This is an optimization exercise on Yosys and OpenROAD, whose aim is small area, not a production implementation. In this exercise RTL edits were held to simulation tests only and were not proved equivalent to the original. Power figures rest on the tool's default switching activity, not on a simulated workload.

## flow/design.v

```verilog
module ts_framer (
    input  wire        clk,
    input  wire        rst,
    input  wire        byte_valid,
    input  wire [7:0]  byte_data,
    input  wire        eos,
    input  wire        cfg_wr,
    input  wire        cfg_rd,
    input  wire [7:0]  cfg_addr,
    input  wire [15:0] cfg_wdata,
    output reg         frame_valid,
    output reg  [12:0] frame_pid,
    output reg         frame_pusi,
    output reg         frame_has_af,
    output reg         frame_has_payload,
    output reg  [3:0]  frame_cc,
    output reg  [7:0]  frame_af_len,
    output reg  [8:0]  frame_off,
    output reg  [7:0]  frame_n,
    output reg         frame_overrun,
    output reg         frame_deliver,
    output reg         frame_pcr_valid,
    output reg  [41:0] frame_pcr,
    output reg  [3:0]  frame_route,
    output reg  [3:0]  frame_cc_disc,
    output reg  [15:0] frame_cc_expected,
    output reg         rd_valid,
    output reg  [7:0]  rd_addr,
    output reg  [15:0] rd_data
);
    localparam N_SEC = 3;
    localparam N_CH  = N_SEC + 1;      
    localparam [1:0] MODE_RUN   = 2'd0;
    localparam [1:0] MODE_DONE  = 2'd1;
    localparam [1:0] MODE_FATAL = 2'd2;
    localparam [1:0] ERR_NONE  = 2'd0;
    localparam [1:0] ERR_SYNC  = 2'd1;
    localparam [1:0] ERR_TRUNC = 2'd2;
    reg [1:0]  mode;
    reg [1:0]  err;
    reg [7:0]  byte_idx;
    reg        flag_af_overrun;
    reg        flag_cc_disc;
    reg        route_en  [0:N_CH-1];
    reg [12:0] route_pid [0:N_CH-1];
    reg        cc_valid  [0:N_CH-1];
    reg [3:0]  cc_last   [0:N_CH-1];
    reg [7:0]  hdr [0:11];
    wire        running    = (mode == MODE_RUN);
    wire        last_byte  = byte_valid && running && (byte_idx == 8'd187);
    wire        sync_ok    = (hdr[0] == 8'h47);
    wire        frame_done = last_byte && sync_ok;
    wire [12:0] d_pid         = {hdr[1][4:0], hdr[2]};
    wire        d_pusi        = hdr[1][6];
    wire        d_has_af      = hdr[3][5];
    wire        d_has_payload = hdr[3][4];
    wire [3:0]  d_cc          = hdr[3][3:0];
    wire [7:0]  d_af_len      = d_has_af ? hdr[4] : 8'd0;
    wire [8:0]  d_off         = d_has_af ? (9'd5 + {1'b0, hdr[4]}) : 9'd4;
    wire        d_overrun     = (d_off > 9'd188);
    wire [8:0]  d_n_full      = 9'd188 - d_off;
    wire [7:0]  d_n           = d_overrun ? 8'd0 : d_n_full[7:0];
    wire        d_deliver     = d_has_payload && !d_overrun;
    wire        d_pcr_valid   = d_has_af && (hdr[4] >= 8'd7) && hdr[5][4];
    wire [32:0] d_pcr_base    = {hdr[6], hdr[7], hdr[8], hdr[9], hdr[10][7]};
    wire [8:0]  d_pcr_ext     = {hdr[10][0], hdr[11]};
    wire [41:0] d_pcr_full    = d_pcr_base * 42'd300 + {33'd0, d_pcr_ext};
    wire [41:0] d_pcr         = d_pcr_valid ? d_pcr_full : 42'd0;
    reg  [3:0]  d_route;
    reg  [3:0]  d_cc_disc;
    reg  [15:0] d_cc_expected;
    integer c;
    always @(*) begin
        for (c = 0; c < N_CH; c = c + 1) begin
            d_route[c]              = route_en[c] && (route_pid[c] == d_pid);
            d_cc_expected[4*c +: 4] = cc_last[c] + 4'd1;
            d_cc_disc[c]            = d_route[c] && d_has_payload && cc_valid[c] &&
                                      (d_cc != d_cc_expected[4*c +: 4]);
        end
    end
    reg [15:0] rd_value;
    always @(*) begin
        rd_value = 16'h0000;
        if (cfg_addr == 8'h00)
            rd_value = {byte_idx, 1'b0, flag_cc_disc, 1'b0, flag_af_overrun, err, mode};
        else if (cfg_addr == 8'h01)
            rd_value = {route_en[N_SEC], 2'b00, route_pid[N_SEC]};
        else if (cfg_addr >= 8'h10 && cfg_addr < 8'h10 + N_SEC)
            rd_value = {route_en[cfg_addr[1:0]], 2'b00, route_pid[cfg_addr[1:0]]};
    end
    wire       wr_route = cfg_wr && ((cfg_addr == 8'h01) ||
                                     (cfg_addr >= 8'h10 && cfg_addr < 8'h10 + N_SEC));
    wire [1:0] wr_ch    = (cfg_addr == 8'h01) ? N_SEC[1:0] : cfg_addr[1:0];
    integer k;
    always @(posedge clk) begin
        if (byte_valid && running && byte_idx < 8'd12)
            hdr[byte_idx[3:0]] <= byte_data;
    end
    always @(posedge clk) begin
        if (rst) begin
            mode            <= MODE_RUN;
            err             <= ERR_NONE;
            byte_idx        <= 8'd0;
            flag_af_overrun <= 1'b0;
            flag_cc_disc    <= 1'b0;
            for (k = 0; k < N_CH; k = k + 1) begin
                route_en[k]  <= 1'b0;
                route_pid[k] <= 13'd0;
                cc_valid[k]  <= 1'b0;
                cc_last[k]   <= 4'd0;
            end
            frame_valid <= 1'b0;
            rd_valid    <= 1'b0;
        end else begin
            frame_valid <= frame_done;
            rd_valid    <= cfg_rd;
            if (byte_valid && running) begin
                if (byte_idx == 8'd187) begin
                    byte_idx <= 8'd0;
                    if (!sync_ok) begin
                        mode <= MODE_FATAL;
                        err  <= ERR_SYNC;
                    end
                end else begin
                    byte_idx <= byte_idx + 8'd1;
                end
            end
            if (eos && running) begin
                if (byte_idx == 8'd0) begin
                    mode <= MODE_DONE;
                end else begin
                    mode <= MODE_FATAL;
                    err  <= ERR_TRUNC;
                end
            end
            if (frame_done) begin
                if (d_overrun)
                    flag_af_overrun <= 1'b1;
                if (|d_cc_disc)
                    flag_cc_disc <= 1'b1;
                for (k = 0; k < N_CH; k = k + 1) begin
                    if (d_route[k] && d_has_payload) begin
                        cc_valid[k] <= 1'b1;
                        cc_last[k]  <= d_cc;
                    end
                end
            end
            if (wr_route) begin
                route_en[wr_ch]  <= cfg_wdata[15];
                route_pid[wr_ch] <= cfg_wdata[12:0];
                cc_valid[wr_ch]  <= 1'b0;
            end
        end
    end
    always @(posedge clk) begin
        if (frame_done) begin
            frame_pid         <= d_pid;
            frame_pusi        <= d_pusi;
            frame_has_af      <= d_has_af;
            frame_has_payload <= d_has_payload;
            frame_cc          <= d_cc;
            frame_af_len      <= d_af_len;
            frame_off         <= d_off;
            frame_n           <= d_n;
            frame_overrun     <= d_overrun;
            frame_deliver     <= d_deliver;
            frame_pcr_valid   <= d_pcr_valid;
            frame_pcr         <= d_pcr;
            frame_route       <= d_route;
            frame_cc_disc     <= d_cc_disc;
            frame_cc_expected <= d_cc_expected;
        end
        if (cfg_rd) begin
            rd_addr <= cfg_addr;
            rd_data <= rd_value;
        end
    end
endmodule
```

## flow/run.sh

```bash
#!/bin/bash
# synth_recipe.tcl (not shown) runs the flow's synth.tcl, then flattens the netlist and writes it again
# the make line also repeats each setting of config.mk as NAME=value (left out here)
make -C /OpenROAD-flow-scripts/flow DESIGN_CONFIG=/design/flow/config.mk WORK_HOME=/design/flow/orfs CLKGATE_MAP_FILE= SYNTH_SCRIPT=/design/flow/synth_recipe.tcl finish
```

## flow/config.mk

```make
export PLATFORM = sky130hd
export DESIGN_NAME = ts_framer
export DESIGN_NICKNAME = ts_framer
export VERILOG_FILES = /design/flow/design.v
export SDC_FILE = /design/flow/constraint.sdc
export NUM_CORES = 4
export LEC_CHECK = 0
export CAP_MARGIN = 20
export CORE_MARGIN = 2
export CORE_UTILIZATION = 40
export SLEW_MARGIN = 20
```

## flow/constraint.sdc

```tcl
create_clock -name core_clock -period 8.0 [get_ports {clk}]
set_input_delay 1.6000 -clock core_clock [delete_from_list [all_inputs] [get_ports {clk}]]
set_output_delay 1.6000 -clock core_clock [all_outputs]
set_load 0.01 [all_outputs]
```

==> notes.md <==
## layout make-up
type | instances | area share [%]
Sequential cell | 309 | 40.7
Timing Repair Buffer | 191 | 8.59
Clock buffer | 38 | 4.14
Multi-Input combinational cell | 1122 | 38.4
Inverter | 188 | 3.22
Tap cell | 600 | 3.42
Clock inverter | 28 | 1.55
## worst reg2reg max path, delay by kind of cell (launching register included)
| kind | cells | cell delay (ns) |
|---|---|---|
| fa+ha+maj | 5 | 2.13 |
| simple gates | 7 | 1.60 |
| compound gates | 3 | 1.29 |
| flops | 1 | 0.46 |
| buf+inv | 2 | 0.09 |
## stage by stage
step	cells	utilization (%)	power [W]	area (um^2)
after floorplan	1679	-	0.00191	18300
after global placement	2410	45.8	0.00199	20700
after detailed placement	2410	45.8	0.00199	20700
after CTS	2476	48.5	0.00374	21900
after global routing	2476	48.6	0.00381	21900
final	2476	48.6	0.00369	21900
## sequential cells by signal, indices dropped and copies added, names as in the netlist, 4 cells and up
name               cells
byte_idx               8
frame_n                8
frame_cc               4
route_en               4
frame_pid             13
route_pid             52
hdr                   79
rd_addr                8
frame_cc_disc          4
frame_cc_expected     16
frame_pcr             42
frame_off              9
cc_valid               4
frame_route            4
cc_last               16
frame_af_len           8
rd_data               16
## cell usage after synthesis, types with 36 or more instances
| library cell | n | area share [%] |
|---|---|---|
| nand2_1 | 144 | 3.0 |
| o21ai_0 | 69 | 1.9 |
| clkbuf_1 | 51 | 1.0 |
| xnor2_1 | 95 | 4.6 |
| nor2_1 | 119 | 2.4 |
| fa_1 | 58 | 6.4 |
| nand3_1 | 45 | 1.2 |
| inv_1 | 188 | 3.9 |
| nand4_1 | 48 | 1.6 |
| ha_1 | 129 | 8.8 |
| xor2_1 | 47 | 2.3 |
| edfxtp_1 | 273 | 45 |
| a21oi_1 | 85 | 2.3 |
| nor3_1 | 39 | 1.1 |
| dfxtp_1 | 36 | 3.9 |
## power by group
part           total (W)  internal [W]  switching [W]
clock            0.00174       0.00104       0.000701
combinational   0.000149     0.0000615      0.0000873
sequential       0.00181       0.00178      0.0000285
total            0.00369       0.00288       0.000817
## logic make-up after synthesis
family | Yosys count | share of synthesized area (%)
XOR/XNOR | 144 | 6.99
adder cells (fa/ha/maj) | 187 | 15.2
AND/OR/NAND/NOR | 524 | 14.3
multiplexers | 15 | 0.823
buffers and inverters | 248 | 5.16
flip-flops | 309 | 48.9
AO/OA/AOI/OAI | 252 | 8.63
## worst max-delay path by stage
stage	end	startpoint	slack (ns)	cells past startpoint
after floorplan	flag_cc_disc	byte_valid	1.55	6
after global placement	frame_pcr[41]	hdr[8][0]	2.22	17
after detailed placement	frame_pcr[41]	hdr[9][3]	2.20	17
after CTS	frame_pcr[41]	hdr[8][0]	2.18	17
after global routing	frame_pcr[41]	hdr[7][1]	1.79	17
final	frame_pcr[41]	hdr[8][0]	2.14	17
## layer usage
layer  up-vias  routed length [um]  share of wire [%]
li1       6242                   -                  -
met1      6138               18900                 43
met2       322               22000                 50
met3        76                2110                4.7
met4         0                1410                3.2
met5         -                   0                  0
==> metrics.md <==
| Metric | Value |
|---|---|
| Outcome | `no timing/DRC/antenna violations` |
| Synth-to-layout area growth | `20.2%` |
| Setup bufs post-CTS | `0` |
| Critical path launch point type | `flop` |
| WL/cell | `about 18 um` |
| FF-to-FF setup slack | `approximately 2.1 ns` |
| GR Util All Layers | `between 10% and 20%` |
| Syn Area/Cell | `about 11 um^2` |
| Gr busiest metal | `met2` |
| Setup TNS Final | `0 ns` |
| # IOs | `about 180` |
| CTS tree | `done` |
| Crit path arrival time | `~6.1 ns` |
| Detailed Route Iter0 Violations | `roughly 730` |
| Core Area | `between 40000 and 50000 um^2` |
| Critical path buffer and inverter count | `2` |
| GP Congestion | `roughly 0.87` |
| Slew @ Worst Pin | `~1 ns` |
| Number of global-route vias before repair | `between 10000 and 15000` |
| R2R Path Start | `hdr[8][0]` |
| EDFF count, synth | `~270` |
| Chip width | `about 220 um` |
| N_diodes | `0` |
| CP Capture Type | `flop` |
| Hold depth | `2` |
| Cell repeated most along the worst path | `ha_1` |
| Place WS | `between 2 and 2.5 ns` |
| Layout cell share with drive strength beyond 1 | `5.44%` |
| Register area share after synthesis | `between 40% and 50%` |
| Clk latency of the worst-skew pair | `0.56 ns` |
| Cell row count | `78` |
| Reg2Reg Depth | `17` |
| Synth Net Count | `about 1900` |
| Crit-path max cell delay | `roughly 0.67 ns` |
| Highest clock rate | `171 MHz` |
| Drt drc | `0` |
| Synth cell types | `74` |
| Syn Inst Count | `~1700` |
| Final Worst Setup Slack | `between 2 and 2.5 ns` |
| Final #Nets | `a little over 2000` |
| Antenna viol nets, final | `0` |
| Worst Hold Class | `flop to flop` |
| Most frequent cells in the layout | `273 x edfxtp_1, 188 x inv_1, 175 x clkdlybuf4s50_1` |
| CP top delay family | `adder cells` |
| Hold_ws | `0.459 ns` |
| Synth Warn # | `2` |
| Antenna violations before repair | `1` |
| Slew Viols, Final | `0` |
| Critical path class | `flop to flop` |
| Post-CTS sizing | `0` |
| GR Layer Usage met1 | `23.9%` |
| IO Port Bufs | `175` |
| Via count | `12800` |
| Die Y-Extent | `roughly 220 um` |
| Min-Delay Startpoint | `flag_cc_disc` |
| Cell breakdown of the critical path | `ha_1 > ha_1 > fa_1 > inv_1 > fa_1 > inv_1 > ha_1 > nand4_1 > nor3_1 > o211ai_1 > a311o_1 > a2111oi_0 > or3_1 > nand3_1 > nor4_1 > and4_1 > nor3_1` |
| Die area | `between 40000 and 50000 um^2` |
| Period utilization | `about three quarters` |
| Clock-pin slew on the worst setup and hold paths | `approximately 0.060 ns` |
| Hold EP | `flag_cc_disc` |
| Max Cap Viol | `0` |
| Drt pass-1 iters | `6` |
| Post-CTS Hold Fix Bufs | `0` |
| Number of CTS-inserted buffers | `36` |
| Post-layout min period | `roughly 5.9 ns` |
| Worst path required time | `8.28 ns` |
| Largest net degree at the start of global routing | `between 100 and 150` |
| RSZ-0062 raised after global routing | `no` |
| Power Dens Cells | `roughly 170 nW/um^2` |
| CTS H-Tree Depth | `2` |
| Slowest CP cell | `a2111oi_0` |
| Met2 Usage GRT | `between 30% and 40%` |
| Met3 usage in global routing | `3.03%` |
| Fillcell total | `around 4100` |
| Crit path max fanout | `11` |
| Area occupied by multi-input gates | `8430 um^2` |
| Slew margin rel. | `33.1%` |
| Setup Viol. Count Final | `0` |
| Worst VDD drop | `~0.00013 V` |
| CTS max path bufs | `3` |
| Gr ovfl total | `0` |
| Via/cell ratio | `approximately 5.2` |
| Syn Std Cell Area | `between 15000 and 20000 um^2` |
| Main synth FF type | `edfxtp_1` |
| DRT Wirelength | `approximately 44 mm` |
| Reg2Reg Capture Point | `frame_pcr[41]` |
| First-pass GRT wire length | `around 70 mm` |
| CTS Root Buffer Type | `clkbuf_16` |
| Total leakage power | `8.46 nW` |
| CTS sink cnt | `between 300 and 400` |
| DPL Wire Length | `~34 mm` |
| Most common cell after layout, fill and taps aside | `edfxtp_1` |
| Initial core utilization | `40.4%` |
| Endpoints failing hold | `0` |
| Async S/R FF share, synth | `0%` |
| Worst Skew | `between 0.03 and 0.04 ns` |
| #FFs+latches synth | `a little over 300` |
| FF/Latch Area | `about 8900 um^2` |

## static timing again, ports no longer ideal
Ports are ideal in the flow. The routed layout listed here was re-timed in OpenROAD.
Step 1: set_driving_cell puts a clkbuf_16 on clk and a buf_2 on each other input, an assumption about the parent block.
Step 2 also shifts input and output timing later by t, the mid clock arrival at the registers, as if the neighbouring blocks saw the same clock.
Three values: ideal, step 1, step 2; two values: the first two.
t (ns): 0.604
slack for setup (ns): 2.135 / 2.135 / 2.135
hold slack, ns: 0.459 / 0.459 / 0.459
clock arrival spread, ns: 0.035 / 0.036
After both steps this run still meets setup and hold. The setup slack of this run moves by 0.000 ns with the drivers and by 0.000 ns with both steps.
